Background: an optimization exercise with open tools, aiming at small area, a short achievable clock period and few clock cycles. Do not read the settings as production practice. RTL that was checked went through simulation tests only; none was proved equivalent to the original. The RTL of runs 2 to 5 was laid out without a check of its function.

File: design.v
module xxtea_engine (
    input  wire         clk,
    input  wire         rst,       
    input  wire         start,     
    input  wire         decrypt,   
    input  wire [3:0]   nwords,    
    input  wire [127:0] key,       
    input  wire [255:0] din,       
    output wire         ready,
    output reg          done,
    output reg          err,
    output wire [255:0] dout
);
    localparam [31:0] DELTA = 32'h9E3779B9;
    reg [31:0] s [0:7];      
    reg [31:0] k [0:3];      
    reg        busy;
    reg        dec;
    reg [2:0]  last;         
    reg [2:0]  p;            
    reg [5:0]  rleft;        
    reg [31:0] sum;
    integer i;
    reg [5:0]  rounds;
    reg [31:0] sum_dec0;
    always @* begin
        case (nwords)
            4'd2:    begin rounds = 6'd32; sum_dec0 = 32'hC6EF3720; end
            4'd3:    begin rounds = 6'd23; sum_dec0 = 32'h36FBEF9F; end
            4'd4:    begin rounds = 6'd19; sum_dec0 = 32'hBE1E08BB; end
            4'd5:    begin rounds = 6'd16; sum_dec0 = 32'hE3779B90; end
            4'd6:    begin rounds = 6'd14; sum_dec0 = 32'hA708A81E; end
            4'd7:    begin rounds = 6'd13; sum_dec0 = 32'h08D12E65; end
            4'd8:    begin rounds = 6'd12; sum_dec0 = 32'h6A99B4AC; end
            default: begin rounds = 6'd0;  sum_dec0 = 32'h00000000; end
        endcase
    end
    wire [2:0] p_nxt = (p == last) ? 3'd0 : p + 3'd1;
    wire [2:0] p_prv = (p == 3'd0) ? last : p - 3'd1;
    wire [31:0] cur = s[p];
    wire [31:0] y   = s[p_nxt];
    wire [31:0] z   = s[p_prv];
    wire [1:0]  e   = sum[3:2];
    wire [31:0] kw  = k[p[1:0] ^ e];
    wire [31:0] mx  = (((y >> 5) ^ (z << 2)) + ((z >> 3) ^ (y << 4))) ^
                      ((sum ^ z) + (kw ^ y));
    wire [31:0] nv  = dec ? cur - mx : cur + mx;
    wire round_end = dec ? (p == 3'd0) : (p == last);
    assign ready = !busy;
    genvar gi;
    generate
        for (gi = 0; gi < 8; gi = gi + 1) begin : g_out
            assign dout[32*gi +: 32] = s[gi];
        end
    endgenerate
    always @(posedge clk) begin
        if (rst) begin
            busy <= 1'b0;
            done <= 1'b0;
            err  <= 1'b0;
        end else begin
            done <= 1'b0;
            if (!busy) begin
                if (start) begin
                    for (i = 0; i < 8; i = i + 1)
                        s[i] <= din[32*i +: 32];
                    for (i = 0; i < 4; i = i + 1)
                        k[i] <= key[32*i +: 32];
                    dec   <= decrypt;
                    last  <= nwords[2:0] - 3'd1;
                    rleft <= rounds;
                    sum   <= decrypt ? sum_dec0 : DELTA;
                    p     <= decrypt ? nwords[2:0] - 3'd1 : 3'd0;
                    if (nwords == 4'd0 || nwords > 4'd8) begin
                        err  <= 1'b1;
                        done <= 1'b1;
                    end else if (nwords == 4'd1) begin
                        err  <= 1'b0;
                        done <= 1'b1;
                    end else begin
                        err  <= 1'b0;
                        busy <= 1'b1;
                    end
                end
            end else begin
                s[p] <= nv;
                if (round_end) begin
                    p     <= dec ? last : 3'd0;
                    sum   <= dec ? sum - DELTA : sum + DELTA;
                    rleft <= rleft - 6'd1;
                    if (rleft == 6'd1) begin
                        busy <= 1'b0;
                        done <= 1'b1;
                    end
                end else begin
                    p <= dec ? p - 3'd1 : p + 3'd1;
                end
            end
        end
    end
endmodule
File: run.sh
#!/bin/bash
# synth_recipe.tcl (not shown) runs the flow's synth.tcl, then flattens the netlist and writes it again
# the make line also repeats each setting of config.mk as NAME=value (left out here)
make -C /OpenROAD-flow-scripts/flow DESIGN_CONFIG=/design/flow/config.mk WORK_HOME=/design/flow/orfs CLKGATE_MAP_FILE= SYNTH_SCRIPT=/design/flow/synth_recipe.tcl finish
File: config.mk
export PLATFORM = sky130hd
export DESIGN_NAME = xxtea_engine
export DESIGN_NICKNAME = xxtea_engine
export VERILOG_FILES = /design/flow/design.v
export SDC_FILE = /design/flow/constraint.sdc
export NUM_CORES = 4
export LEC_CHECK = 0
export CAP_MARGIN = 20
export CORE_MARGIN = 2
export CORE_UTILIZATION = 40
export PLACE_DENSITY = 0.6
export SLEW_MARGIN = 20
File: constraint.sdc
create_clock -name core_clock -period 11.0 [get_ports {clk}]
set_input_delay 2.2000 -clock core_clock [delete_from_list [all_inputs] [get_ports {clk}]]
set_output_delay 2.2000 -clock core_clock [all_outputs]
set_load 0.01 [all_outputs]
==> results of run 1 <==
area by class of cell:
type / count / area (sq um) / area share
multi-input combinational: 2657 / 19400 / 0.452
tap: 1070 / 1340 / 0.0312
clock buffer: 70 / 1370 / 0.0319
clock inverter: 24 / 244 / 0.00569
inverter: 72 / 273 / 0.00636
timing repair buffer: 748 / 7270 / 0.170
sequential: 435 / 13000 / 0.303
antenna: 4 / 10.0 / 0.000233
registers in the layout (all words and copies together) (netlist names), named ones only:
name	count
busy	1
dec	1
last	3
k	128
p	3
sum	32
done	1
err	1
rleft	6
s	256
kinds of logic (layout without fill, tap and decap cells):
logic type,count (synthesis),after routing,synth area share
compound gates,723,723,0.139
xor+xnor,273,273,0.0731
fa+ha+maj,140,140,0.0534
buf+inv,269,914,0.0363
flops,435,435,0.390
mux,266,266,0.141
other cells,0,4,0
simple gates,1255,1255,0.168
worst max-delay path, delay by kind of cell, from the launching register on:
family	cells	cell delay, ns
xor gates and xnor gates	2	0.38
muxes	3	1.19
and+or+nand+nor	10	2.69
DFF	1	0.37
adders and majority gates	4	1.41
AOI/OAI and AO/OA	11	2.63
buffers and inverters	6	1.35
timing repair:
item	4_1_cts	5_1_grt
hold buffers	0	0
buffers inserted	0	2
endpoints found under the setup margin	0	16
resized for setup	0	4
through the flow:
step | instances | cell area [sq um] | worst slack [ns] | utilization
floorplan | 3361 | 33400 | 0.486 | -
global placement | 4980 | 41200 | 0.486 | 0.500
global route | 5079 | 42900 | 0.0643 | 0.520
finish | 5080 | 42900 | 0.668 | 0.520
detailed placement | 4980 | 41200 | 0.334 | 0.500
CTS | 5074 | 42800 | 0.278 | 0.520
worst max path at each step:
stage | start | end | slack [ns] | depth (start not counted)
after CTS | p[1]$_DFFE_PP_ | s[0][31]$_DFFE_PP_ | 0.28 | 36
after detailed placement | p[1]$_DFFE_PP_ | s[3][31]$_DFFE_PP_ | 0.33 | 36
after global placement | p[1]$_DFFE_PP_ | s[0][31]$_DFFE_PP_ | 0.49 | 36
final | p[1]$_DFFE_PP_ | s[3][31]$_DFFE_PP_ | 0.67 | 36
after global routing | p[1]$_DFFE_PP_ | s[3][31]$_DFFE_PP_ | 0.06 | 36
after floorplan | p[0]$_DFFE_PP_ | s[1][31]$_DFFE_PP_ | 0.49 | 40
cells in the mapped netlist (78+ instances only):
library cell    n  area (sq um)
xnor2_1       176          1540
xor2_1         93           815
nor2_1        123           462
o21ai_0       220          1100
nand3_1       109           546
edfxtp_1      429         12900
mux4_2        159          3580
a21oi_1       146           731
clkbuf_1      151           567
nor3_1         78           390
ha_1          136          1700
nand2_1       743          2790
routing by layer:
layer  up-vias  global-route usage
met5         -                   0
met4        10               0.151
met3       359              0.0807
met2      1950               0.569
met1     15400               0.477
li1      13700                   -
==> flow_metrics.py, run 1 <==
metrics = {
    "routing": {
        "max_used_layer": "met5",
        "detailedRoute.firstPassIterationCount": 7,
        "detailroute.wirelength.met3_mm": 16.0,
        "met2_length_mm": 72.3,
        "via_count_normalized_by_instance_count": 6.20,
        "met1_length_mm": 62.2,
        "wl_mm": 158,
        "drc_errors": 0,
        "antenna_violating_nets_post_route": 0,
        "routed-via-count": 31500,
        "drt-initial-drc-count": 3717,
        "wl_per_cell_microns": 31.2,
    },
    "synthesis": {
        "synthesis.nets": 3893,
        "synth-seq-cells": 435,
        "synthesis.area_sq_um": 33400,
        "yosysWarnings": 2,
        "ys_dominant_reg_cell": "edfxtp_1",
        "synth-edff-count": 429,
        "syn_inst": 3361,
        "postSynth.asyncResetShare": 0,
        "syn_avg_cell_area_sq_um": 9.93,
        "yosys.cell_types.count": 96,
        "synth-seq-area-share": 0.390,
    },
    "clocking": {
        "clk_latency_ns": 0.66,
        "max-clock-path-buffers": 3,
        "clock_sinks": 435,
        "cts_max_level": 2,
        "cts_tree": "yes",
        "cts-root-buf": "clkbuf_16",
        "clk_pin_slew_worst_setup_hold_paths_ns": 0.06,
        "tritoncts.num_buffers": 52,
    },
    "worst_hold_path": {
        "end_point_of_the_most_critical_hold_path": "err$_SDFFE_PP0P_",
        "timing.hold.worst.class": "flop to flop",
        "hold-path-cell-count": 2,
        "startpoint_of_the_tightest_hold_check_path": "err$_SDFFE_PP0P_",
    },
    "place": {
        "hpwl_mm": 121,
        "buffer_ports.inserted": 650,
        "place_congestion": 1.00,
    },
    "sta": {
        "final-hold-violation-count": 0,
        "post-route-period-util": 0.939,
        "worst_pin_slew_ns": 1.23,
        "rsz_0062_raised_after_global_routing": "false",
        "post_route_setup_tns_ns": 0,
        "max_slew_margin": 0.182,
        "final.hold.worst_slack_ns": 0.519,
        "final_max_slew_viol_count": 0,
        "clock-skew-final_ns": 0.0611,
        "setup_viol_count_final": 0,
        "period_needed_ns": 10.33,
        "fmax_mhz": 96.8,
    },
    "final_layout": {
        "fillerInstances": 7470,
        "mostFrequentLayoutCells": "nand2_1, clkdlybuf4s50_1, edfxtp_1",
        "mostFrequentLayoutCell": "nand2_1",
        "drive_above_1_share": 0.118,
        "nets": 4498,
        "syn2layout_area_growth_pct": 28.5,
    },
    "setup_path": {
        "cp_common_cell": "buf_4",
        "r2r_slack_ns": 0.67,
        "startpoint_type": "flop",
        "cp_data_required_time_ns": 11.35,
        "critical_path.slowest_cell": "mux4_2",
        "worst_path_arrival_ns": 10.68,
        "path_max_fanout": 48,
        "reg2reg_to": "s[3][31]$_DFFE_PP_",
        "critical_path_class": "flop to flop",
        "endpoint_class_of_the_critical_path": "flop",
        "r2r_cells": 36,
        "cpPeakStageDelay_ns": 0.54,
        "crit-reg2reg-launch": "p[1]$_DFFE_PP_",
    },
    "die": {
        "io_pins": 651,
        "fp.dieArea_sq_um": 85800,
        "core_area_sq_um": 82400,
        "die_h_microns": 293,
        "std_cell_rows": 105,
        "die-width_microns": 293,
        "initial_utilization": 0.405,
    },
    "global_route": {
        "wire_length_of_the_first_global_routing_pass_mm": 223,
        "grt_use_total": 0.360,
        "number_of_global_route_vias_before_repair": 30100,
        "grt_antenna_before_repair": 12,
        "grt.overflow.total": 0,
        "grt_max_degree": 79,
    },
    "outcome": {
        "status": "timing/DRC/antenna clean",
    },
    "run": {
        "max-cap-violations": 0,
    },
}
Testbench counts, summed over its fixed seeds: cycles 258,836.
==> inputs of run 2 (changes only) <==
--- a/design.v
+++ b/design.v
@@ -13,10 +13,14 @@
 );
     localparam [31:0] DELTA = 32'h9E3779B9;
+    localparam [1:0] S_IDLE = 2'd0, S_PRE1 = 2'd1, S_PRE2 = 2'd2, S_RUN = 2'd3;
     reg [31:0] s [0:7];      
     reg [31:0] k [0:3];      
-    reg        busy;
+    reg [31:0] c, y, z;      
+    reg [1:0]  st;
     reg        dec;
+    reg        d2;           
     reg [2:0]  last;         
     reg [2:0]  p;            
+    reg [2:0]  q;            
     reg [5:0]  rleft;        
     reg [31:0] sum;
@@ -36,16 +40,18 @@
         endcase
     end
-    wire [2:0] p_nxt = (p == last) ? 3'd0 : p + 3'd1;
-    wire [2:0] p_prv = (p == 3'd0) ? last : p - 3'd1;
-    wire [31:0] cur = s[p];
-    wire [31:0] y   = s[p_nxt];
-    wire [31:0] z   = s[p_prv];
+    wire        run = (st == S_RUN);
+    wire        idle = (st == S_IDLE);
+    wire [31:0] x   = s[q];
     wire [1:0]  e   = sum[3:2];
     wire [31:0] kw  = k[p[1:0] ^ e];
     wire [31:0] mx  = (((y >> 5) ^ (z << 2)) + ((z >> 3) ^ (y << 4))) ^
                       ((sum ^ z) + (kw ^ y));
-    wire [31:0] nv  = dec ? cur - mx : cur + mx;
+    wire [31:0] nv  = ((c ^ {32{dec}}) + mx) ^ {32{dec}};
     wire round_end = dec ? (p == 3'd0) : (p == last);
-    assign ready = !busy;
+    wire [2:0] p_nxt = (p == last) ? 3'd0 : p + 3'd1;
+    wire [2:0] p_prv = (p == 3'd0) ? last : p - 3'd1;
+    wire [2:0] q_nxt = (q == last) ? 3'd0 : q + 3'd1;
+    wire [2:0] q_prv = (q == 3'd0) ? last : q - 3'd1;
+    assign ready = idle;
     genvar gi;
     generate
@@ -55,21 +61,49 @@
     endgenerate
     always @(posedge clk) begin
+        for (i = 0; i < 8; i = i + 1)
+            if (idle)
+                s[i] <= din[32*i +: 32];
+            else if (run && p == i)
+                s[i] <= nv;
+    end
+    always @(posedge clk) begin
+        if (idle) begin
+            for (i = 0; i < 4; i = i + 1)
+                k[i] <= key[32*i +: 32];
+            c <= din[31:0];
+            y <= decrypt ? din[31:0] : din[63:32];
+        end else begin
+            if (run) begin
+                if (dec) begin
+                    c <= z;
+                    y <= nv;
+                    z <= d2 ? nv : x;
+                end else begin
+                    c <= y;
+                    y <= d2 ? nv : x;
+                    z <= nv;
+                end
+            end else begin
+                if (st == S_PRE2) c <= z;
+                z <= x;
+            end
+        end
+    end
+    always @(posedge clk) begin
         if (rst) begin
-            busy <= 1'b0;
+            st   <= S_IDLE;
             done <= 1'b0;
             err  <= 1'b0;
         end else begin
             done <= 1'b0;
-            if (!busy) begin
-                if (start) begin
-                    for (i = 0; i < 8; i = i + 1)
-                        s[i] <= din[32*i +: 32];
-                    for (i = 0; i < 4; i = i + 1)
-                        k[i] <= key[32*i +: 32];
+            case (st)
+                S_IDLE: if (start) begin
                     dec   <= decrypt;
+                    d2    <= (nwords == 4'd2);
                     last  <= nwords[2:0] - 3'd1;
                     rleft <= rounds;
                     sum   <= decrypt ? sum_dec0 : DELTA;
                     p     <= decrypt ? nwords[2:0] - 3'd1 : 3'd0;
+                    q     <= nwords[2:0] - 3'd1;
                     if (nwords == 4'd0 || nwords > 4'd8) begin
                         err  <= 1'b1;
@@ -80,21 +114,35 @@
                     end else begin
                         err  <= 1'b0;
-                        busy <= 1'b1;
+                        st   <= S_PRE1;
                     end
                 end
-            end else begin
-                s[p] <= nv;
-                if (round_end) begin
-                    p     <= dec ? last : 3'd0;
-                    sum   <= dec ? sum - DELTA : sum + DELTA;
-                    rleft <= rleft - 6'd1;
-                    if (rleft == 6'd1) begin
-                        busy <= 1'b0;
-                        done <= 1'b1;
+                S_PRE1: begin
+                    if (dec) begin
+                        st <= S_PRE2;
+                        q  <= q_prv;
+                    end else begin
+                        st <= S_RUN;
+                        q  <= d2 ? 3'd0 : 3'd2;
                     end
-                end else begin
-                    p <= dec ? p - 3'd1 : p + 3'd1;
                 end
-            end
+                S_PRE2: begin
+                    st <= S_RUN;
+                    q  <= q_prv;
+                end
+                default: begin
+                    q <= dec ? q_prv : q_nxt;
+                    if (round_end) begin
+                        p     <= dec ? last : 3'd0;
+                        sum   <= dec ? sum - DELTA : sum + DELTA;
+                        rleft <= rleft - 6'd1;
+                        if (rleft == 6'd1) begin
+                            st   <= S_IDLE;
+                            done <= 1'b1;
+                        end
+                    end else begin
+                        p <= dec ? p - 3'd1 : p + 3'd1;
+                    end
+                end
+            endcase
         end
     end
--- a/config.mk
+++ b/config.mk
@@ -6,4 +6,5 @@
 export NUM_CORES = 4
 export LEC_CHECK = 0
+export ABC_AREA = 1
 export CAP_MARGIN = 20
 export CORE_MARGIN = 2
==> flow_metrics.py, run 2 <==
metrics = {
    "place": {
        "hpwl_mm": 119,
        "place_congestion": 0.997,
        "buffer_ports.inserted": 650,
        "detailed_place.area_sq_um": 40900,
    },
    "setup_path": {
        "cpPeakStageDelay_ns": 0.68,
        "startpoint_type": "flop",
        "r2r_slack_ns": 4.13,
        "reg2reg_to": "s[0][28]$_DFFE_PP_",
        "r2r_cells": 34,
        "worst_path_arrival_ns": 7.27,
        "critical_path_class": "flop to flop",
        "crit-reg2reg-launch": "p[0]$_DFFE_PP_",
        "critical_path.slowest_cell": "nor2_4",
        "cp_common_cell": "nand2_1",
        "cp_data_required_time_ns": 11.39,
        "path_max_fanout": 33,
        "endpoint_class_of_the_critical_path": "flop",
    },
    "synthesis": {
        "synth-edff-count": 529,
        "yosysWarnings": 3,
        "synth_top_cells_by_area": "edfxtp_1, nand2_1, ha_1, xor2_1, o21ai_0",
        "syn_inst": 3720,
        "yosys.area.top_type": "edfxtp_1",
        "syn_avg_cell_area_sq_um": 8.95,
        "ys_dominant_reg_cell": "edfxtp_1",
        "netlist_top_cells_count": "nand2_1, edfxtp_1, inv_1",
        "synth.most_common_cell": "nand2_1",
        "synthesis.area_sq_um": 33300,
        "synth-seq-cells": 533,
        "netlist.area_leader.share": 0.477,
        "postSynth.asyncResetShare": 0,
        "synth-seq-area-share": 0.480,
        "synthesis.nets": 4265,
        "yosys.cell_types.count": 69,
    },
    "final_layout": {
        "mostFrequentLayoutCell": "nand2_1",
        "multiInputGateArea_sq_um": 15800,
        "nets": 4873,
        "area.sequential_sq_um": 16000,
        "drive_above_1_share": 0.0562,
        "fillerInstances": 7644,
        "post-route-util": 0.522,
        "mostFrequentLayoutCells": "nand2_1, clkdlybuf4s50_1, edfxtp_1",
        "largest_reg_by_ff_count": "s",
        "layout.cell_area.non_filler_sq_um": 42900,
        "largest_register_ff_count": 256,
        "syn2layout_area_growth_pct": 28.9,
        "largest_registers": "s: 256 flops, k: 128 flops",
    },
    "run": {
        "max-cap-violations": 0,
    },
    "clocking": {
        "cts_max_level": 2,
        "cts-root-buf": "clkbuf_16",
        "clk_pin_slew_worst_setup_hold_paths_ns": 0.06,
        "clock_sinks": 533,
        "cts_tree": "yes",
        "cts_hold_buf": 0,
        "cts-resized-gates": 0,
        "clk_latency_ns": 0.67,
        "max-clock-path-buffers": 3,
        "tritoncts.num_buffers": 60,
        "post_cts.repair.setup_buffers": 0,
    },
    "outcome": {
        "status": "timing/DRC/antenna clean",
    },
    "sta": {
        "rsz_0062_raised_after_global_routing": "false",
        "post_route_setup_tns_ns": 0,
        "setup_viol_count_final": 0,
        "fmax_mhz": 145,
        "max_slew_margin": 0.268,
        "post-route-period-util": 0.625,
        "worst_pin_slew_ns": 1.09,
        "final.hold.worst_slack_ns": 0.576,
        "clock-skew-final_ns": 0.0408,
        "period_needed_ns": 6.87,
        "final_max_slew_viol_count": 0,
        "final-hold-violation-count": 0,
    },
    "global_route": {
        "grt_use_total": 0.341,
        "grt.overflow.total": 0,
        "grt_antenna_before_repair": 19,
        "wire_length_of_the_first_global_routing_pass_mm": 211,
        "grt_max_degree": 171,
        "number_of_global_route_vias_before_repair": 29600,
    },
    "die": {
        "core_area_sq_um": 82200,
        "die_h_microns": 293,
        "fp.dieArea_sq_um": 85600,
        "io_pins": 651,
        "initial_utilization": 0.405,
        "die-width_microns": 293,
        "std_cell_rows": 105,
    },
    "routing": {
        "antenna_violating_nets_post_route": 0,
        "via_count_normalized_by_instance_count": 5.76,
        "drc_errors": 0,
        "drt-initial-drc-count": 4114,
        "wl_mm": 151,
        "wl_per_cell_microns": 27.7,
        "detailedRoute.firstPassIterationCount": 8,
        "routed-via-count": 31500,
    },
    "worst_hold_path": {
        "end_point_of_the_most_critical_hold_path": "err$_SDFFE_PP0P_",
        "timing.hold.worst.class": "flop to flop",
        "startpoint_of_the_tightest_hold_check_path": "err$_SDFFE_PP0P_",
        "hold-path-cell-count": 4,
    },
}
## run 2: cell types whose count changed in the layout (fill, tap and decap cells not counted), sizes merged, moves of 60 or more
| cell | before | now |
|---|---|---|
| xnor2 | 176 | 65 |
| inv | 74 | 263 |
| edfxtp | 429 | 529 |
| mux4 | 159 | 0 |
| nand2 | 743 | 1161 |
| nor2 | 123 | 222 |
| buf | 98 | 38 |
| xor2 | 94 | 210 |
## run 2: area by class of cell
cell class | instances | area share
antenna | 20 | 0.00117
clock buffer | 70 | 0.0364
clock inverter | 42 | 0.00863
inverter | 263 | 0.0231
multi-input combinational | 2782 | 0.369
sequential | 533 | 0.372
tap | 1070 | 0.0312
timing repair buffer | 688 | 0.159
## run 2: worst max-delay path: cells and delay by family (launching register included)
family / cells / cell delay [ns]
XOR/XNOR: 3 / 0.83
flip-flops: 1 / 0.50
buffers and inverters: 4 / 0.37
AND/OR/NAND/NOR: 18 / 2.78
AO/OA/AOI/OAI: 6 / 1.04
adder cells (fa/ha/maj): 3 / 1.08
## run 2: kinds of logic (layout without fill, tap and decap cells)
logic type	Yosys count	count (layout)	share of synthesized area
adders and majority gates	153	153	0.0584
DFF	533	533	0.480
other	0	20	0
xor gates and xnor gates	275	275	0.0726
and+or+nand+nor	1628	1628	0.201
AOI/OAI and AO/OA	726	726	0.140
buffers and inverters	405	1063	0.0483
## run 2: per-stage QoR
stage / setup slack, ns / instances
6_report: 4.13 / 5468
5_1_grt: 3.52 / 5466
4_1_cts: 4.26 / 5448
3_5_place_dp: 4.28 / 5336
3_3_place_gp: 4.41 / 5336
2_1_floorplan: 4.33 / 3720
## run 2: how the worst max path moves through the flow
stage	from	to	slack [ns]	cells after the start
after CTS	p[0]$_DFFE_PP_	s[0][28]$_DFFE_PP_	4.26	34
after floorplan	st[0]$_SDFFE_PP0P_	s[1][0]$_DFFE_PP_	4.33	6
final	p[0]$_DFFE_PP_	s[0][28]$_DFFE_PP_	4.13	34
after global routing	p[0]$_DFFE_PP_	s[0][28]$_DFFE_PP_	3.52	34
after detailed placement	p[0]$_DFFE_PP_	s[0][28]$_DFFE_PP_	4.28	34
after global placement	p[0]$_DFFE_PP_	s[0][28]$_DFFE_PP_	4.41	34
## run 2: layer usage
layer  track usage  vias up  wire length [microns]
li1              -    14200                      -
met1         0.473    15200                  61200
met2         0.539     1901                  69000
met3        0.0600      267                  15700
met4         0.111        2                   5290
met5             0        -                      8
==> inputs of run 3 (changes only) <==
--- a/config.mk
+++ b/config.mk
@@ -11,3 +11,4 @@
 export CORE_UTILIZATION = 40
 export PLACE_DENSITY = 0.6
+export SETUP_SLACK_MARGIN = 5
 export SLEW_MARGIN = 20
==> flow_metrics.py, run 3 <==
metrics = {
    "setup_path": {
        "path_max_fanout": 8,
        "worst_path_arrival_ns": 6.28,
        "startpoint_type": "flop",
        "cp_data_required_time_ns": 11.55,
        "critical_path_class": "flop to flop",
        "endpoint_class_of_the_critical_path": "flop",
        "cpPeakStageDelay_ns": 0.74,
        "worstPathCellList": "xor2_1, ha_1, a21o_1, nand2_1, nand2_1, a21oi_1, nand2_1, a21oi_1, o21ai_1, a31oi_1, o21ai_0, xnor2_2, ha_1, nand4_1, inv_1, a211oi_2, nand3_2, inv_1, nand3_1, nand2_1, nand2_1, nand2_2, nand2_4, nand2_1",
        "cp.buffers_inverters": 2,
        "critPathTopFamily": "compound AO/OA/AOI/OAI gates",
        "cp_common_cell": "nand2_1",
        "critical_path.slowest_cell": "edfxtp_1",
    },
    "global_route": {
        "grt_max_degree": 151,
        "number_of_global_route_vias_before_repair": 29600,
        "grt.overflow.total": 0,
        "wire_length_of_the_first_global_routing_pass_mm": 211,
        "grt_use_total": 0.342,
        "grt_antenna_before_repair": 24,
    },
    "synthesis": {
        "synth_top_cells_by_area": "edfxtp_1, nand2_1, ha_1, xor2_1, o21ai_0",
        "yosys.area_share.simple": 0.201,
        "yosys.area.top_type": "edfxtp_1",
        "syn_inst": 3720,
        "synthesis.area_sq_um": 33300,
        "netlist_top_cells_count": "nand2_1, edfxtp_1, inv_1",
        "yosys.cell_types.count": 69,
        "synthesis.nets": 4265,
        "synth_top_family_by_area": "simple AND/OR/NAND/NOR gates",
        "synth-seq-area-share": 0.480,
        "synth_adder_area_share": 0.0584,
        "syn_avg_cell_area_sq_um": 8.95,
        "synth.most_common_cell": "nand2_1",
        "ys_dominant_reg_cell": "edfxtp_1",
        "synth-seq-cells": 533,
        "postSynth.asyncResetShare": 0,
        "yosysWarnings": 3,
        "mux_cell_area_share_after_synthesis": 0,
        "synth-edff-count": 529,
        "synth_xor_area_frac": 0.0726,
        "netlist.area_leader.share": 0.477,
        "synth-compound-area-share": 0.140,
    },
    "sta": {
        "post-route-worst-setup-slack_ns": 5.28,
        "final.hold.worst_slack_ns": 0.560,
        "rsz_0062_raised_after_global_routing": "false",
        "post-route-period-util": 0.520,
        "clock-skew-final_ns": 0.0704,
        "worst_pin_slew_ns": 1.10,
        "final-hold-violation-count": 0,
        "post_route_setup_tns_ns": 0,
        "period_needed_ns": 5.72,
        "final_max_slew_viol_count": 0,
        "setup_viol_count_final": 0,
        "max_slew_margin": 0.264,
        "fmax_mhz": 175,
    },
    "routing": {
        "antenna_violating_nets_post_route": 0,
        "routed-via-count": 31500,
        "wl_per_cell_microns": 27.7,
        "wl_mm": 152,
        "detailedRoute.firstPassIterationCount": 6,
        "drc_errors": 0,
        "drt-initial-drc-count": 4107,
        "via_count_normalized_by_instance_count": 5.73,
    },
    "clocking": {
        "clk_pin_slew_worst_setup_hold_paths_ns": 0.07,
        "clock_sinks": 533,
        "cts-root-buf": "clkbuf_16",
        "tritoncts.num_buffers": 61,
        "cts_tree": "yes",
        "max-clock-path-buffers": 3,
        "clk_latency_ns": 0.69,
        "cts_max_level": 2,
    },
    "final_layout": {
        "mostFrequentLayoutCell": "nand2_1",
        "syn2layout_area_growth_pct": 32.3,
        "drive_above_1_share": 0.0889,
        "mostFrequentLayoutCells": "nand2_1, clkdlybuf4s50_1, edfxtp_1",
        "layout.cell_area.non_filler_sq_um": 44000,
        "largest_reg_by_ff_count": "s",
        "largest_registers": "s: 256 flops, k: 128 flops",
        "final_cells": 5504,
        "largest_register_ff_count": 256,
        "nets": 4905,
    },
    "outcome": {
        "status": "timing/DRC/antenna clean",
    },
    "place": {
        "place_congestion": 1.00,
        "detailed_place.area_sq_um": 40900,
        "hpwl_mm": 119,
        "place_ws_ns": 4.35,
        "buffer_ports.inserted": 650,
        "placed_cells": 5338,
    },
    "die": {
        "fp.dieArea_sq_um": 85600,
        "core_area_sq_um": 82200,
        "die_h_microns": 293,
        "initial_utilization": 0.405,
        "io_pins": 651,
        "die-width_microns": 293,
        "std_cell_rows": 105,
    },
    "run": {
        "max-cap-violations": 0,
    },
    "worst_hold_path": {
        "timing.hold.worst.class": "flop to flop",
    },
}
[run 3: cell types whose count changed in the layout (fill, tap and decap cells not counted), sizes merged]
cell and delta:
bufinv +5, buf +28, clkinvlp +2, clkbuf -1, nor2 +1, clkinv -5, diode +3, inv +3
[run 3: cells by family (layout without fill, tap and decap cells)]
| family | Yosys count | after routing |
|---|---|---|
| buffers and inverters | 405 | 1095 |
| other | 0 | 23 |
| AND/OR/NAND/NOR | 1628 | 1629 |
| XOR/XNOR | 275 | 275 |
| AO/OA/AOI/OAI | 726 | 726 |
| adder cells (fa/ha/maj) | 153 | 153 |
| flip-flops | 533 | 533 |
[run 3: final cells by class]
class / instances / area, sq um
Sequential cell: 533 / 16000
Tap cell: 1070 / 1340
Clock buffer: 67 / 1550
Antenna cell: 23 / 57.6
Timing Repair Buffer: 718 / 7090
Multi-Input combinational cell: 2783 / 16500
Clock inverter: 47 / 543
Inverter: 263 / 992
Fill cell: 7612 / 38200
[run 3: metal layers]
metal,vias up,part of all wire,track usage
met4,0,0.036,0.121
met3,278,0.11,0.0731
met5,-,0,0
li1,14200,-,-
met2,1824,0.45,0.529
met1,15200,0.41,0.473
[run 3: path summary, 6_finish.rpt]
kind	start	to	slack (ns)	cells after the start
worst max-delay path	y[17]$_DFFE_PP_	s[4][31]$_DFFE_PP_	5.28	24
worst min-delay path	err$_SDFFE_PP0P_	err$_SDFFE_PP0P_	0.56	4
worst max register to register	y[17]$_DFFE_PP_	s[4][31]$_DFFE_PP_	5.28	24
worst min register to register	err$_SDFFE_PP0P_	err$_SDFFE_PP0P_	0.56	4
[run 3: metrics by stage]
stage | util
after floorplan | -
after global placement | 0.498
after detailed placement | 0.498
after CTS | 0.526
after global routing | 0.535
final | 0.535
[run 3: timing repair]
item                                    CTS  global route
hold buffers                              0             0
cloned                                    1             1
pin swaps                                 4            30
resized for setup                        38           123
setup buffers                             8            19
endpoints found under the setup margin  168           201
[run 3: worst register-to-register path, cell delays in order (launching register included)]
cell and delay [ns]:
edfxtp_1 0.74, xor2_1 0.32, ha_1 0.33, a21o_1 0.20
nand2_1 0.05, nand2_1 0.06, a21oi_1 0.12, nand2_1 0.23
a21oi_1 0.44, o21ai_1 0.23, a31oi_1 0.58, o21ai_0 0.27
xnor2_2 0.32, ha_1 0.34, nand4_1 0.13, inv_1 0.06
a211oi_2 0.24, nand3_2 0.19, inv_1 0.12, nand3_1 0.08
nand2_1 0.10, nand2_1 0.09, nand2_2 0.12, nand2_4 0.11
nand2_1 0.13
==> inputs of run 4 (changes only) <==
==> flow/run.sh (new file) <==
#!/bin/bash
set -euo pipefail
export BUFFER_PORTS_ARGS="-buffer_cell sky130_fd_sc_hd__buf_1"
export SETUP_SLACK_MARGIN=7.0
bash standard.sh > standard.log 2>&1
==> standard.sh (new file) <==
#!/bin/bash
# synth_recipe.tcl (not shown) runs the flow's synth.tcl, then flattens the netlist and writes it again
# the make line also repeats each setting of config.mk as NAME=value (left out here)
make -C /OpenROAD-flow-scripts/flow DESIGN_CONFIG=/design/flow/config.mk WORK_HOME=/design/flow/orfs CLKGATE_MAP_FILE= SYNTH_SCRIPT=/design/flow/synth_recipe.tcl "${@:-finish}"
--- a/config.mk
+++ b/config.mk
@@ -11,4 +11,3 @@
 export CORE_UTILIZATION = 40
 export PLACE_DENSITY = 0.6
-export SETUP_SLACK_MARGIN = 5
 export SLEW_MARGIN = 20
removed: run.sh
==> flow_metrics.py, run 4 <==
metrics = {
    "setup_path": {
        "path_max_fanout": 4,
        "critical_path_class": "flop to flop",
        "startpoint_type": "flop",
        "cpPeakStageDelay_ns": 0.52,
        "cp_common_cell": "nand2_4",
        "critical_path.slowest_cell": "a221oi_4",
        "worst_path_arrival_ns": 6.03,
        "cp_data_required_time_ns": 11.37,
        "endpoint_class_of_the_critical_path": "flop",
    },
    "synthesis": {
        "postSynth.asyncResetShare": 0,
        "synth_top_cells_by_area": "edfxtp_1, nand2_1, ha_1, xor2_1, o21ai_0",
        "synth_top_family_by_area": "simple AND/OR/NAND/NOR gates",
        "yosys.area_share.simple": 0.201,
        "synth_adder_area_share": 0.0584,
        "synth-edff-count": 529,
        "synth-seq-cells": 533,
        "synth-compound-area-share": 0.140,
        "syn_avg_cell_area_sq_um": 8.95,
        "netlist.area_leader.share": 0.477,
        "synth_xor_area_frac": 0.0726,
        "syn_inst": 3720,
        "synth-seq-area-share": 0.480,
        "synthesis.nets": 4265,
        "synthesis.area_sq_um": 33300,
        "netlist_top_cells_count": "nand2_1, edfxtp_1, inv_1",
        "yosys.area.top_type": "edfxtp_1",
        "synth.most_common_cell": "nand2_1",
        "ys_dominant_reg_cell": "edfxtp_1",
        "yosys.cell_types.count": 69,
        "yosysWarnings": 3,
        "mux_cell_area_share_after_synthesis": 0,
    },
    "clocking": {
        "max-clock-path-buffers": 3,
        "clk_latency_ns": 0.68,
        "cts_hold_buf": 0,
        "cts_tree": "yes",
        "cts-root-buf": "clkbuf_16",
        "clk_pin_slew_worst_setup_hold_paths_ns": 0.06,
        "cts_max_level": 2,
        "clock_sinks": 533,
        "tritoncts.num_buffers": 59,
    },
    "die": {
        "fp.dieArea_sq_um": 85600,
        "std_cell_rows": 105,
        "io_pins": 651,
        "die-width_microns": 293,
        "die_h_microns": 293,
        "initial_utilization": 0.405,
        "core_area_sq_um": 82200,
    },
    "sta": {
        "post_route_setup_tns_ns": 0,
        "fmax_mhz": 177,
        "final.hold.worst_slack_ns": 0.568,
        "rsz_0062_raised_after_global_routing": "true",
        "clock-skew-final_ns": 0.0805,
        "setup_viol_count_final": 0,
        "final-hold-violation-count": 0,
        "post-route-period-util": 0.514,
        "max_slew_margin": 0.222,
        "worst_pin_slew_ns": 1.17,
        "period_needed_ns": 5.66,
        "final_max_slew_viol_count": 0,
    },
    "global_route": {
        "grt_antenna_before_repair": 11,
        "number_of_global_route_vias_before_repair": 30500,
        "grt_use_total": 0.336,
        "grt_max_degree": 198,
        "wire_length_of_the_first_global_routing_pass_mm": 210,
        "grt.overflow.total": 0,
    },
    "place": {
        "detailed_place.area_sq_um": 37200,
        "place_congestion": 0.965,
        "hpwl_mm": 113,
        "buffer_ports.inserted": 650,
    },
    "final_layout": {
        "multiInputGateArea_sq_um": 19000,
        "mostFrequentLayoutCells": "nand2_1, buf_1, edfxtp_1",
        "drive_above_1_share": 0.195,
        "mostFrequentLayoutCell": "nand2_1",
        "syn2layout_area_growth_pct": 31.2,
        "fillerInstances": 7692,
        "largest_register_ff_count": 256,
        "layout.cell_area.non_filler_sq_um": 43700,
        "largest_reg_by_ff_count": "s",
        "area.sequential_sq_um": 16000,
        "nets": 5050,
        "largest_registers": "s: 256 flops, k: 128 flops",
    },
    "routing": {
        "via_count_normalized_by_instance_count": 5.75,
        "drc_errors": 0,
        "antenna_violating_nets_post_route": 0,
        "drt-initial-drc-count": 3517,
        "detailedRoute.firstPassIterationCount": 5,
        "wl_mm": 152,
        "wl_per_cell_microns": 27.0,
        "routed-via-count": 32400,
    },
    "outcome": {
        "status": "timing/DRC/antenna clean",
    },
    "run": {
        "max-cap-violations": 0,
    },
    "worst_hold_path": {
        "timing.hold.worst.class": "flop to flop",
    },
}
run 4: cells by family (layout without fill, tap and decap cells):
kind of cell    Yosys count  in the layout
flops                   533            533
simple gates           1628           1631
xor+xnor                275            275
other cells               0              9
compound gates          726            726
fa+ha+maj               153            153
buf+inv                 405           1235
run 4: path summary, 6_finish.rpt:
kind	endpoint	start	slack, ns	depth (start not counted)
min reg2reg	err$_SDFFE_PP0P_	err$_SDFFE_PP0P_	0.57	4
max	z[30]$_DFFE_PN_	sum[2]$_DFFE_PP_	5.34	33
min	err$_SDFFE_PP0P_	err$_SDFFE_PP0P_	0.57	4
max reg2reg	z[30]$_DFFE_PN_	sum[2]$_DFFE_PP_	5.34	33
run 4: through the flow:
step	util	setup slack, ns	instances
6_report	0.531	5.34	5632
5_1_grt	0.531	5.19	5630
3_5_place_dp	0.452	4.65	5333
3_3_place_gp	0.452	4.44	5332
4_1_cts	0.503	5.56	5537
2_1_floorplan	-	6.05	3720
run 4: area by class of cell:
type                    instances  share of cell area
diodes                          9            0.000515
clock buffers                  72              0.0349
clock inverters                37             0.00928
inverters                     263              0.0237
multi-input cells            2785               0.434
flip-flops and latches        533               0.365
well taps                    1070              0.0306
repair buffers                862               0.101
repair inverters                1            0.000258
run 4: worst max-delay path: cells and delay by family, from the launching register on:
family / cells / cell delay (ns)
adder cells (fa/ha/maj): 2 / 0.65
AND/OR/NAND/NOR: 14 / 1.38
flip-flops: 1 / 0.50
buffers and inverters: 6 / 0.81
AO/OA/AOI/OAI: 8 / 1.42
XOR/XNOR: 3 / 0.61
run 4: repair_timing:
action	CTS	global route
setup buffers	92	83
gates cloned	3	3
resized for setup	282	384
setup endpoints to repair	326	356
pin swaps	123	217
run 4: per-layer routing:
metal | GRT usage | wire length (microns) | vias to the layer above
li1 | - | - | 14500
met2 | 0.534 | 68900 | 1877
met4 | 0.118 | 6180 | 4
met1 | 0.448 | 60300 | 15700
met5 | 0 | 27 | -
met3 | 0.0811 | 16300 | 321
==> inputs of run 5 (changes only) <==
==> flow/run.sh (replaced) <==
#!/bin/bash
set -euo pipefail
export BUFFER_PORTS_ARGS="-buffer_cell sky130_fd_sc_hd__buf_1"
export SETUP_SLACK_MARGIN=6.0
bash standard.sh > standard.log 2>&1
==> flow_metrics.py, run 5 <==
metrics = {
    "outcome": {
        "status": "timing/DRC/antenna clean",
    },
    "final_layout": {
        "drive_above_1_share": 0.154,
        "layout.cell_area.non_filler_sq_um": 42400,
        "largest_register_ff_count": 256,
        "mostFrequentLayoutCells": "nand2_1, buf_1, edfxtp_1",
        "syn2layout_area_growth_pct": 27.2,
        "largest_reg_by_ff_count": "s",
        "mostFrequentLayoutCell": "nand2_1",
        "nets": 5001,
        "largest_registers": "s: 256 flops, k: 128 flops",
    },
    "worst_hold_path": {
        "timing.hold.worst.class": "flop to flop",
        "end_point_of_the_most_critical_hold_path": "err$_SDFFE_PP0P_",
        "startpoint_of_the_tightest_hold_check_path": "err$_SDFFE_PP0P_",
        "hold-path-cell-count": 4,
    },
    "clocking": {
        "cts_hold_buf": 0,
        "max-clock-path-buffers": 3,
        "clk_pin_slew_worst_setup_hold_paths_ns": 0.06,
        "clk_latency_ns": 0.68,
        "cts-root-buf": "clkbuf_16",
        "cts_max_level": 2,
        "clock_sinks": 533,
        "tritoncts.num_buffers": 60,
        "cts_tree": "yes",
    },
    "synthesis": {
        "netlist.area_leader.share": 0.477,
        "syn_inst": 3720,
        "synth.most_common_cell": "nand2_1",
        "netlist_top_cells_count": "nand2_1, edfxtp_1, inv_1",
        "yosys.cell_types.count": 69,
        "syn_avg_cell_area_sq_um": 8.95,
        "yosys.area.top_type": "edfxtp_1",
        "ys_dominant_reg_cell": "edfxtp_1",
        "synth_top_cells_by_area": "edfxtp_1, nand2_1, ha_1, xor2_1, o21ai_0",
        "synth-edff-count": 529,
        "synthesis.area_sq_um": 33300,
        "synth-seq-cells": 533,
        "synth-seq-area-share": 0.480,
        "postSynth.asyncResetShare": 0,
        "synthesis.nets": 4265,
        "yosysWarnings": 3,
    },
    "setup_path": {
        "path_max_fanout": 7,
        "r2r_cells": 32,
        "crit-reg2reg-launch": "p[1]$_DFFE_PP_",
        "cpPeakStageDelay_ns": 0.46,
        "reg2reg_to": "y[28]$_DFFE_PP_",
        "cp.buffers_inverters": 7,
        "cp_common_cell": "nand2_1",
        "r2r_slack_ns": 5.42,
        "endpoint_class_of_the_critical_path": "flop",
        "worst_path_arrival_ns": 5.99,
        "cp_data_required_time_ns": 11.41,
        "startpoint_type": "flop",
        "critical_path.slowest_cell": "edfxtp_1",
        "critical_path_class": "flop to flop",
        "critPathTopFamily": "compound AO/OA/AOI/OAI gates",
    },
    "place": {
        "place_ws_ns": 4.45,
        "hpwl_mm": 113,
        "detailed_place.area_sq_um": 36900,
        "buffer_ports.inserted": 650,
        "place_congestion": 1.03,
    },
    "routing": {
        "drt-initial-drc-count": 4129,
        "routed-via-count": 32400,
        "antenna_violating_nets_post_route": 0,
        "wl_per_cell_microns": 26.4,
        "wl_mm": 148,
        "detailedRoute.firstPassIterationCount": 6,
        "met2_length_mm": 65.8,
        "via_count_normalized_by_instance_count": 5.79,
        "drc_errors": 0,
        "max_used_layer": "met5",
        "detailroute.wirelength.met3_mm": 15.6,
        "met1_length_mm": 59.5,
    },
    "run": {
        "max-cap-violations": 0,
    },
    "sta": {
        "post-route-period-util": 0.507,
        "period_needed_ns": 5.58,
        "clock-skew-final_ns": 0.0578,
        "fmax_mhz": 179,
        "final_max_slew_viol_count": 0,
        "setup_viol_count_final": 0,
        "post-route-worst-setup-slack_ns": 5.42,
        "post_route_setup_tns_ns": 0,
        "final-hold-violation-count": 0,
        "final.hold.worst_slack_ns": 0.580,
        "worst_pin_slew_ns": 1.18,
        "rsz_0062_raised_after_global_routing": "true",
        "max_slew_margin": 0.206,
    },
    "die": {
        "initial_utilization": 0.405,
        "io_pins": 651,
        "die-width_microns": 293,
        "core_area_sq_um": 82200,
        "fp.dieArea_sq_um": 85600,
        "die_h_microns": 293,
        "std_cell_rows": 105,
    },
    "global_route": {
        "grt_max_degree": 155,
        "wire_length_of_the_first_global_routing_pass_mm": 208,
        "number_of_global_route_vias_before_repair": 30200,
        "grt_use_total": 0.332,
        "grt.overflow.total": 0,
        "grt_antenna_before_repair": 19,
    },
}
run 5: changes by cell type in the layout (fill, tap and decap cells not counted), sizes merged:
cell	delta
buf	-49
diode	+7
clkinv	-3
clkinvlp	-3
bufbuf	+2
clkbuf	+2
bufinv	+1
inv	+1
nor2	-1
run 5: layout make-up:
class / instances / area, sq um
fill: 7763 / 39900
multi-input combinational: 2784 / 18100
sequential: 533 / 16000
timing repair buffer: 814 / 3950
clock buffer: 75 / 1580
tap: 1070 / 1340
inverter: 263 / 997
clock inverter: 34 / 414
antenna: 16 / 40.0
run 5: logic make-up (layout without fill, tap and decap cells):
kind of cell / Yosys count / count (layout) / share of synthesized area
compound gates: 726 / 726 / 0.140
xor+xnor: 275 / 275 / 0.0726
simple gates: 1628 / 1630 / 0.201
buf+inv: 405 / 1186 / 0.0483
fa+ha+maj: 153 / 153 / 0.0584
other cells: 0 / 16 / 0
flops: 533 / 533 / 0.480
run 5: repair_timing:
action,CTS,global route
cloned,6,0
gates resized for setup,274,219
endpoints found under the hold margin,0,0
setup endpoints to repair,282,266
pin swaps,82,90
buffers inserted,92,33
run 5: stage by stage:
stage | utilization | std cells
4_1_cts | 0.500 | 5540
5_1_grt | 0.515 | 5589
2_1_floorplan | - | 3720
3_5_place_dp | 0.448 | 5333
6_report | 0.515 | 5589
3_3_place_gp | 0.448 | 5333
run 5: worst reg2reg max path, delay by kind of cell (launching register included):
family	cells	cell delay (ns)
AOI/OAI and AO/OA	7	1.36
adders and majority gates	2	0.79
DFF	1	0.46
buffers and inverters	7	0.76
and+or+nand+nor	12	1.18
xor gates and xnor gates	4	0.82
run 5: per-layer routing:
layer | GRT usage | up-vias
met5 | 0 | -
met4 | 0.136 | 2
met3 | 0.0629 | 300
met2 | 0.508 | 1950
met1 | 0.463 | 15700
li1 | - | 14400
run 5: how the worst max path moves through the flow:
stage	from	to	cells after the start
2_1_floorplan	st[0]$_SDFFE_PP0P_	s[0][0]$_DFFE_PP_	6
3_3_place_gp	p[0]$_DFFE_PP_	s[0][28]$_DFFE_PP_	29
3_5_place_dp	p[0]$_DFFE_PP_	s[0][28]$_DFFE_PP_	36
4_1_cts	p[0]$_DFFE_PP_	s[0][28]$_DFFE_PP_	32
5_1_grt	p[1]$_DFFE_PP_	s[0][27]$_DFFE_PP_	36
6_report	p[1]$_DFFE_PP_	y[28]$_DFFE_PP_	32
==> inputs of run 6 (changes only) <==
--- a/design.v
+++ b/design.v
@@ -25,4 +25,6 @@
     reg [5:0]  rleft;        
     reg [31:0] sum;
+    reg [2:0]  p_n;          
+    reg [31:0] sum_n;
     integer i;
     reg [5:0]  rounds;
@@ -43,12 +45,9 @@
     wire        idle = (st == S_IDLE);
     wire [31:0] x   = s[q];
-    wire [1:0]  e   = sum[3:2];
-    wire [31:0] kw  = k[p[1:0] ^ e];
+    reg  [31:0] kw;          
     wire [31:0] mx  = (((y >> 5) ^ (z << 2)) + ((z >> 3) ^ (y << 4))) ^
                       ((sum ^ z) + (kw ^ y));
     wire [31:0] nv  = ((c ^ {32{dec}}) + mx) ^ {32{dec}};
     wire round_end = dec ? (p == 3'd0) : (p == last);
-    wire [2:0] p_nxt = (p == last) ? 3'd0 : p + 3'd1;
-    wire [2:0] p_prv = (p == 3'd0) ? last : p - 3'd1;
     wire [2:0] q_nxt = (q == last) ? 3'd0 : q + 3'd1;
     wire [2:0] q_prv = (q == 3'd0) ? last : q - 3'd1;
@@ -67,26 +66,36 @@
                 s[i] <= nv;
     end
-    always @(posedge clk) begin
-        if (idle) begin
+    always @(posedge clk)
+        if (idle)
             for (i = 0; i < 4; i = i + 1)
                 k[i] <= key[32*i +: 32];
-            c <= din[31:0];
-            y <= decrypt ? din[31:0] : din[63:32];
-        end else begin
-            if (run) begin
-                if (dec) begin
-                    c <= z;
-                    y <= nv;
-                    z <= d2 ? nv : x;
-                end else begin
-                    c <= y;
-                    y <= d2 ? nv : x;
-                    z <= nv;
-                end
+    wire pre = (st == S_PRE1) || (st == S_PRE2);
+    wire [31:0] c_d = (pre && !dec) ? s[0] : (dec ? z : y);
+    wire [31:0] y_d = pre ? (dec ? s[0] : s[1]) : ((dec || d2) ? nv : x);
+    wire [31:0] z_d = (pre || (dec && !d2)) ? x : nv;
+    always @(posedge clk) begin
+        c <= c_d;
+        y <= y_d;
+        z <= z_d;
+    end
+    always @* begin
+        p_n   = p;
+        sum_n = sum;
+        if (idle) begin
+            p_n   = decrypt ? nwords[2:0] - 3'd1 : 3'd0;
+            sum_n = decrypt ? sum_dec0 : DELTA;
+        end else if (run) begin
+            if (round_end) begin
+                p_n   = dec ? last : 3'd0;
+                sum_n = dec ? sum - DELTA : sum + DELTA;
             end else begin
-                if (st == S_PRE2) c <= z;
-                z <= x;
+                p_n   = dec ? p - 3'd1 : p + 3'd1;
             end
         end
+    end
+    always @(posedge clk) begin
+        p   <= p_n;
+        sum <= sum_n;
+        kw  <= k[p_n[1:0] ^ sum_n[3:2]];
     end
     always @(posedge clk) begin
@@ -103,6 +112,4 @@
                     last  <= nwords[2:0] - 3'd1;
                     rleft <= rounds;
-                    sum   <= decrypt ? sum_dec0 : DELTA;
-                    p     <= decrypt ? nwords[2:0] - 3'd1 : 3'd0;
                     q     <= nwords[2:0] - 3'd1;
                     if (nwords == 4'd0 || nwords > 4'd8) begin
@@ -133,6 +140,4 @@
                     q <= dec ? q_prv : q_nxt;
                     if (round_end) begin
-                        p     <= dec ? last : 3'd0;
-                        sum   <= dec ? sum - DELTA : sum + DELTA;
                         rleft <= rleft - 6'd1;
                         if (rleft == 6'd1) begin
@@ -140,6 +145,4 @@
                             done <= 1'b1;
                         end
-                    end else begin
-                        p <= dec ? p - 3'd1 : p + 3'd1;
                     end
                 end
==> flow/run.sh (replaced) <==
#!/bin/bash
# The standard layout, with buf_1 port buffers and a larger setup repair margin.
set -euo pipefail
export BUFFER_PORTS_ARGS="-buffer_cell sky130_fd_sc_hd__buf_1"
export SETUP_SLACK_MARGIN=5.0
bash standard.sh > standard.log 2>&1
==> flow_metrics.py, run 6 <==
metrics = {
    "die": {
        "core_area_sq_um": 81800,
        "initial_utilization": 0.402,
        "die-width_microns": 291,
        "die_h_microns": 291,
        "io_pins": 651,
        "std_cell_rows": 105,
        "fp.dieArea_sq_um": 84700,
    },
    "sta": {
        "clock-skew-final_ns": 0.0370,
        "fmax_mhz": 176,
        "period_needed_ns": 5.68,
        "max_slew_margin": 0.258,
        "post_route_setup_tns_ns": 0,
        "rsz_0062_raised_after_global_routing": "false",
        "final_max_slew_viol_count": 0,
        "post-route-period-util": 0.516,
        "setup_viol_count_final": 0,
        "final-hold-violation-count": 0,
        "worst_pin_slew_ns": 1.11,
    },
    "synthesis": {
        "synthesis.area_sq_um": 32900,
        "netlist.area_leader.share": 0.391,
        "netlist_top_cells_count": "nand2_1, edfxtp_1, inv_1",
        "synth.most_common_cell": "nand2_1",
        "yosysWarnings": 3,
        "yosys.cell_types.count": 60,
        "synth_top_cells_by_area": "edfxtp_1, nand2_1, dfxtp_1, xor2_1, ha_1",
        "synth-edff-count": 429,
        "syn_avg_cell_area_sq_um": 8.52,
        "synth-seq-area-share": 0.474,
        "yosys.area.top_type": "edfxtp_1",
        "synthesis.nets": 4410,
        "syn_inst": 3867,
        "ys_dominant_reg_cell": "edfxtp_1",
        "postSynth.asyncResetShare": 0,
        "synth-seq-cells": 565,
    },
    "final_layout": {
        "mostFrequentLayoutCell": "nand2_1",
        "largest_reg_by_ff_count": "s",
        "nets": 5021,
        "layout.cell_area.non_filler_sq_um": 38700,
        "syn2layout_area_growth_pct": 17.5,
        "fillerInstances": 8181,
        "largest_registers": "s: 256 flops, k: 128 flops",
        "largest_register_ff_count": 256,
        "drive_above_1_share": 0.0404,
        "mostFrequentLayoutCells": "nand2_1, buf_1, edfxtp_1",
    },
    "setup_path": {
        "cp_data_required_time_ns": 11.42,
        "startpoint_type": "flop",
        "endpoint_class_of_the_critical_path": "flop",
        "critical_path_class": "flop to flop",
        "worst_path_arrival_ns": 6.10,
        "path_max_fanout": 4,
    },
    "clocking": {
        "clk_latency_ns": 0.64,
        "cts_max_level": 3,
        "cts-root-buf": "clkbuf_16",
        "tritoncts.num_buffers": 68,
        "cts_tree": "yes",
        "clock_sinks": 565,
        "clk_pin_slew_worst_setup_hold_paths_ns": 0.06,
        "max-clock-path-buffers": 3,
        "cts_hold_buf": 0,
    },
    "place": {
        "place_congestion": 1.02,
        "detailed_place.area_sq_um": 36500,
        "hpwl_mm": 128,
        "buffer_ports.inserted": 650,
    },
    "outcome": {
        "status": "timing/DRC/antenna clean",
    },
    "routing": {
        "via_count_normalized_by_instance_count": 5.71,
        "drc_errors": 0,
        "antenna_violating_nets_post_route": 0,
        "drt-initial-drc-count": 3879,
        "routed-via-count": 32000,
        "detailedRoute.firstPassIterationCount": 8,
        "wl_mm": 160,
        "wl_per_cell_microns": 28.6,
    },
    "run": {
        "max-cap-violations": 0,
    },
    "worst_hold_path": {
        "timing.hold.worst.class": "flop to flop",
    },
    "global_route": {
        "grt.overflow.total": 0,
        "grt_antenna_before_repair": 14,
        "number_of_global_route_vias_before_repair": 29600,
        "grt_max_degree": 193,
        "grt_use_total": 0.366,
        "wire_length_of_the_first_global_routing_pass_mm": 222,
    },
}
==> run 6: final cells by class <==
type	instances	area (sq um)	share of cell area
tap	1070	1340	0.0346
antenna	8	20.0	0.000517
clock buffer	98	1880	0.0485
sequential	565	15600	0.403
inverter	257	965	0.0249
multi-input combinational	2899	15800	0.408
timing repair buffer	687	2740	0.0709
clock inverter	25	358	0.00924
==> run 6: final timing paths <==
path                            cells after the start  slack (ns)        endpoint          startpoint
worst max-delay path                               24        5.32   z[26]$_DFF_P_    sum[0]$_DFFE_PP_
worst min-delay path                                2        0.45  kw[25]$_DFF_P_  k[2][25]$_DFFE_PP_
worst max register to register                     24        5.32   z[26]$_DFF_P_    sum[0]$_DFFE_PP_
worst min register to register                      2        0.45  kw[25]$_DFF_P_  k[2][25]$_DFFE_PP_
==> run 6: cells by family (layout without fill, tap and decap cells) <==
| family | Yosys count | in the layout | share of synthesized area |
|---|---|---|---|
| flops | 565 | 565 | 0.474 |
| simple gates | 1826 | 1826 | 0.228 |
| fa+ha+maj | 151 | 151 | 0.0583 |
| xor+xnor | 291 | 291 | 0.0782 |
| other cells | 0 | 8 | 0 |
| compound gates | 630 | 630 | 0.112 |
| mux | 1 | 1 | 0.000304 |
| buf+inv | 403 | 1067 | 0.0491 |
==> run 6: repair_timing <==
item | 4_1_cts | 5_1_grt
setup buffers | 0 | 0
gates resized for setup | 0 | 2
endpoints found under the hold margin | 0 | 0
setup endpoints to repair | 0 | 42
==> run 6: critical path, stage by stage, from the launching register on <==
cell and delay [ns]:
edfxtp_1 0.44, xor2_1 0.18, ha_1 0.19, inv_1 0.06, fa_1 0.45, o21ai_0 0.17
nand2_1 0.13, o21ai_0 0.37, nand2_1 0.10, nand2_1 0.24, nand3_1 0.11, nand2_1 0.11
nand2_1 0.06, nand2_1 0.07, xnor3_1 0.24, ha_1 0.37, nand2_1 0.11, nor2_1 0.43
nand2_1 0.15, nor2_1 0.32, nor2_1 0.20, nand3_1 0.15, or2_2 0.12, nand2_1 0.06
o21ai_0 0.64
==> run 6: stage by stage <==
| step | instances | setup slack (ns) | hold WS, ns | utilization |
|---|---|---|---|---|
| after CTS | 5601 | 5.29 | 0.445 | 0.473 |
| after global routing | 5608 | 5.04 | 0.471 | 0.473 |
| after floorplan | 3867 | 6.48 | 0.424 | - |
| final | 5609 | 5.32 | 0.448 | 0.473 |
| after global placement | 5478 | 5.46 | 0.435 | 0.445 |
| after detailed placement | 5478 | 5.31 | 0.446 | 0.445 |
==> run 6: metal layers <==
layer	part of all wire	global-route usage	wire, microns
met1	0.42	0.512	67700
met4	0.046	0.154	7290
met2	0.43	0.547	69100
met5	0.00016	0	26
met3	0.10	0.0802	16100
Testbench counts of run 6, summed over its fixed seeds: cycles 263,646.
==> inputs of run 7 (changes only) <==
--- a/flow/run.sh
+++ b/flow/run.sh
@@ -3,4 +3,4 @@
 set -euo pipefail
 export BUFFER_PORTS_ARGS="-buffer_cell sky130_fd_sc_hd__buf_1"
-export SETUP_SLACK_MARGIN=5.0
+export SETUP_SLACK_MARGIN=6.0
 bash standard.sh > standard.log 2>&1
--- a/config.mk
+++ b/config.mk
@@ -10,4 +10,5 @@
 export CORE_MARGIN = 2
 export CORE_UTILIZATION = 40
+export CTS_BUF_LIST = sky130_fd_sc_hd__clkbuf_4 sky130_fd_sc_hd__clkbuf_8
 export PLACE_DENSITY = 0.6
 export SLEW_MARGIN = 20
==> flow_metrics.py, run 7 <==
metrics = {
    "outcome": {
        "status": "timing/DRC/antenna clean",
    },
    "synthesis": {
        "synthesis.area_sq_um": 32900,
        "synth-seq-cells": 565,
        "synthesis.nets": 4410,
        "ys_dominant_reg_cell": "edfxtp_1",
        "synth-seq-area-share": 0.474,
        "synth-edff-count": 429,
        "yosys.area.top_type": "edfxtp_1",
        "netlist_top_cells_count": "nand2_1, edfxtp_1, inv_1",
        "yosysWarnings": 3,
        "yosys.cell_types.count": 60,
        "syn_avg_cell_area_sq_um": 8.52,
        "synth_top_cells_by_area": "edfxtp_1, nand2_1, dfxtp_1, xor2_1, ha_1",
        "synth.most_common_cell": "nand2_1",
        "syn_inst": 3867,
        "netlist.area_leader.share": 0.391,
        "postSynth.asyncResetShare": 0,
    },
    "final_layout": {
        "post-route-util": 0.477,
        "final_cells": 5678,
        "mostFrequentLayoutCells": "nand2_1, buf_1, edfxtp_1",
        "area.sequential_sq_um": 15600,
        "largest_reg_by_ff_count": "s",
        "largest_registers": "s: 256 flops, k: 128 flops",
        "mostFrequentLayoutCell": "nand2_1",
        "largest_register_ff_count": 256,
        "nets": 5061,
        "drive_above_1_share": 0.0730,
        "fillerInstances": 8225,
        "syn2layout_area_growth_pct": 18.5,
        "multiInputGateArea_sq_um": 16100,
    },
    "routing": {
        "routed-via-count": 32300,
        "drt-initial-drc-count": 3799,
        "antenna_violating_nets_post_route": 0,
        "via_count_normalized_by_instance_count": 5.70,
        "drc_errors": 0,
        "wl_per_cell_microns": 28.3,
        "wl_mm": 161,
        "detailedRoute.firstPassIterationCount": 7,
    },
    "clocking": {
        "tritoncts.num_buffers": 102,
        "clock_sinks": 565,
        "cts-root-buf": "clkbuf_8",
        "clk_pin_slew_worst_setup_hold_paths_ns": 0.06,
        "clk_latency_ns": 0.75,
        "cts_max_level": 3,
        "cts_tree": "yes",
        "max-clock-path-buffers": 3,
    },
    "sta": {
        "setup_viol_count_final": 0,
        "clock-skew-final_ns": 0.0677,
        "period_needed_ns": 4.93,
        "max_slew_margin": 0.249,
        "post-route-period-util": 0.448,
        "worst_pin_slew_ns": 1.13,
        "final-hold-violation-count": 0,
        "final_max_slew_viol_count": 0,
        "rsz_0062_raised_after_global_routing": "true",
        "post_route_setup_tns_ns": 0,
        "fmax_mhz": 203,
    },
    "run": {
        "max-cap-violations": 0,
    },
    "setup_path": {
        "reg2reg_to": "y[26]$_DFF_P_",
        "worst_path_arrival_ns": 5.46,
        "crit-reg2reg-launch": "y[22]$_DFF_P_",
        "r2r_cells": 20,
        "endpoint_class_of_the_critical_path": "flop",
        "r2r_slack_ns": 6.07,
        "critical_path_class": "flop to flop",
        "cp_data_required_time_ns": 11.53,
        "path_max_fanout": 4,
        "startpoint_type": "flop",
    },
    "die": {
        "die-width_microns": 291,
        "core_area_sq_um": 81800,
        "io_pins": 651,
        "std_cell_rows": 105,
        "fp.dieArea_sq_um": 84700,
        "initial_utilization": 0.402,
        "die_h_microns": 291,
    },
    "global_route": {
        "busiest_layer_in_global_routing": "met2",
        "grt_antenna_before_repair": 15,
        "grt_util_met3": 0.0850,
        "number_of_global_route_vias_before_repair": 29800,
        "global_route.usage.met2": 0.557,
        "wire_length_of_the_first_global_routing_pass_mm": 223,
        "grt_max_degree": 193,
        "grt_util_met1": 0.507,
        "grt.overflow.total": 0,
        "grt_use_total": 0.367,
    },
    "worst_hold_path": {
        "startpoint_of_the_tightest_hold_check_path": "k[1][31]$_DFFE_PP_",
        "hold-path-cell-count": 2,
        "end_point_of_the_most_critical_hold_path": "kw[31]$_DFF_P_",
        "timing.hold.worst.class": "flop to flop",
    },
    "place": {
        "placed_cells": 5478,
        "place_congestion": 1.02,
        "hpwl_mm": 128,
        "buffer_ports.inserted": 650,
    },
}
-- run 7: cell families (layout without fill, tap and decap cells) --
kind of cell,Yosys count,after routing,share of synthesized area
AOI/OAI and AO/OA,630,630,0.112
xor gates and xnor gates,291,291,0.0782
adders and majority gates,151,151,0.0583
buffers and inverters,403,1135,0.0491
DFF,565,565,0.474
muxes,1,1,0.000304
other,0,8,0
and+or+nand+nor,1826,1827,0.228
-- run 7: worst max path at each step --
stage / start / endpoint / slack (ns)
detailed placement: sum[0]$_DFFE_PP_ / s[3][31]$_DFFE_PP_ / 5.31
finish: y[22]$_DFF_P_ / y[26]$_DFF_P_ / 6.07
global route: sum[0]$_DFFE_PP_ / s[3][31]$_DFFE_PP_ / 5.96
CTS: sum[0]$_DFFE_PP_ / s[6][29]$_DFFE_PP_ / 6.00
global placement: sum[0]$_DFFE_PP_ / s[5][31]$_DFFE_PP_ / 5.46
floorplan: st[0]$_SDFFE_PP0P_ / s[1][0]$_DFFE_PP_ / 6.48
-- run 7: per-layer routing --
metal	wire length, microns	up-vias	share of wire
met2	69900	1999	0.43
met4	7150	8	0.044
met1	67200	15500	0.42
met3	16700	281	0.10
met5	49	-	0.00030
li1	-	14500	-
-- run 7: through the flow --
stage                     area (sq um)  worst slack [ns]  hold WS (ns)
final                            39000              6.07         0.433
after global routing             39000              5.96         0.450
after CTS                        38700              6.00         0.426
after detailed placement         36500              5.31         0.446
after global placement           36500              5.46         0.435
after floorplan                  32900              6.48         0.424
-- run 7: timing repair --
item                                    4_1_cts  5_1_grt
endpoints found under the setup margin      165      166
cloned                                        0        1
buffers inserted                              1        4
pin swaps                                     2        9
gates resized for setup                      29       71
hold buffers                                  0        0
-- run 7: area by class of cell --
type,instances,area share
sequential,565,0.400
timing repair buffer,692,0.0722
multi-input combinational,2900,0.413
antenna,8,0.000513
inverter,257,0.0247
tap,1070,0.0343
clock buffer,142,0.0453
clock inverter,44,0.00962
-- run 7: worst max-delay path, stage by stage, from the launching register on --
cell	delay (ns)
dfxtp_1	0.74
xor2_1	0.14
ha_1	0.38
a21oi_1	0.21
o21ai_0	0.14
a21oi_1	0.26
nand2_1	0.09
nor2_1	0.35
xnor3_1	0.42
ha_1	0.37
nand2_1	0.12
nor2_2	0.31
nand2_1	0.15
nor2_2	0.29
nor2_4	0.09
nand3_1	0.11
nand2_1	0.09
nand2_1	0.13
nand2_1	0.06
nand2_1	0.08
nand2_1	0.17

separate check: timing with driven ports:
The results above use ideal ports. As a check the final layouts listed here were re-extracted and re-timed, cells and wires unchanged. Step 1 sets driving cells, clkbuf_16 on the clock port and buf_2 on the other inputs (assumed; they add their load-dependent delay and slew). Step 2 times the ports against the registers' clock, not the clock port: input delays grow and output delays shrink by t, the midpoint of the rising clock arrivals with the driver on. a / b / c = ideal ports / drivers / drivers and shift; a / b = the first two.
run | t, ns | setup WS [ns] | latest minus earliest clock arrival (ns) | slew at the worst register clock pin (ns) | cell pins on the clock port's net
run 1 | 0.701 | 0.668 / 0.668 / 0.668 | 0.061 / 0.061 | 0.07 / 0.07 | 1
run 2 | 0.710 | 4.126 / 4.126 / 4.126 | 0.041 / 0.041 | 0.07 / 0.07 | 1
run 3 | 0.719 | 5.277 / 5.277 / 5.277 | 0.070 / 0.070 | 0.07 / 0.07 | 1
run 4 | 0.704 | 5.342 / 5.342 / 5.342 | 0.081 / 0.082 | 0.07 / 0.07 | 1
run 5 | 0.711 | 5.424 / 5.424 / 5.424 | 0.058 / 0.058 | 0.07 / 0.07 | 1
run 6 | 0.690 | 5.323 / 5.323 / 5.323 | 0.037 / 0.037 | 0.07 / 0.07 | 1
run 7 | 0.786 | 6.071 / 6.065 / 5.565 | 0.067 / 0.068 | 0.07 / 0.07 | 1
After both steps setup and hold are still met in every run listed. The setup slack of run 7, which loses most, moves by -0.006 ns with the drivers and by -0.506 ns with both steps.
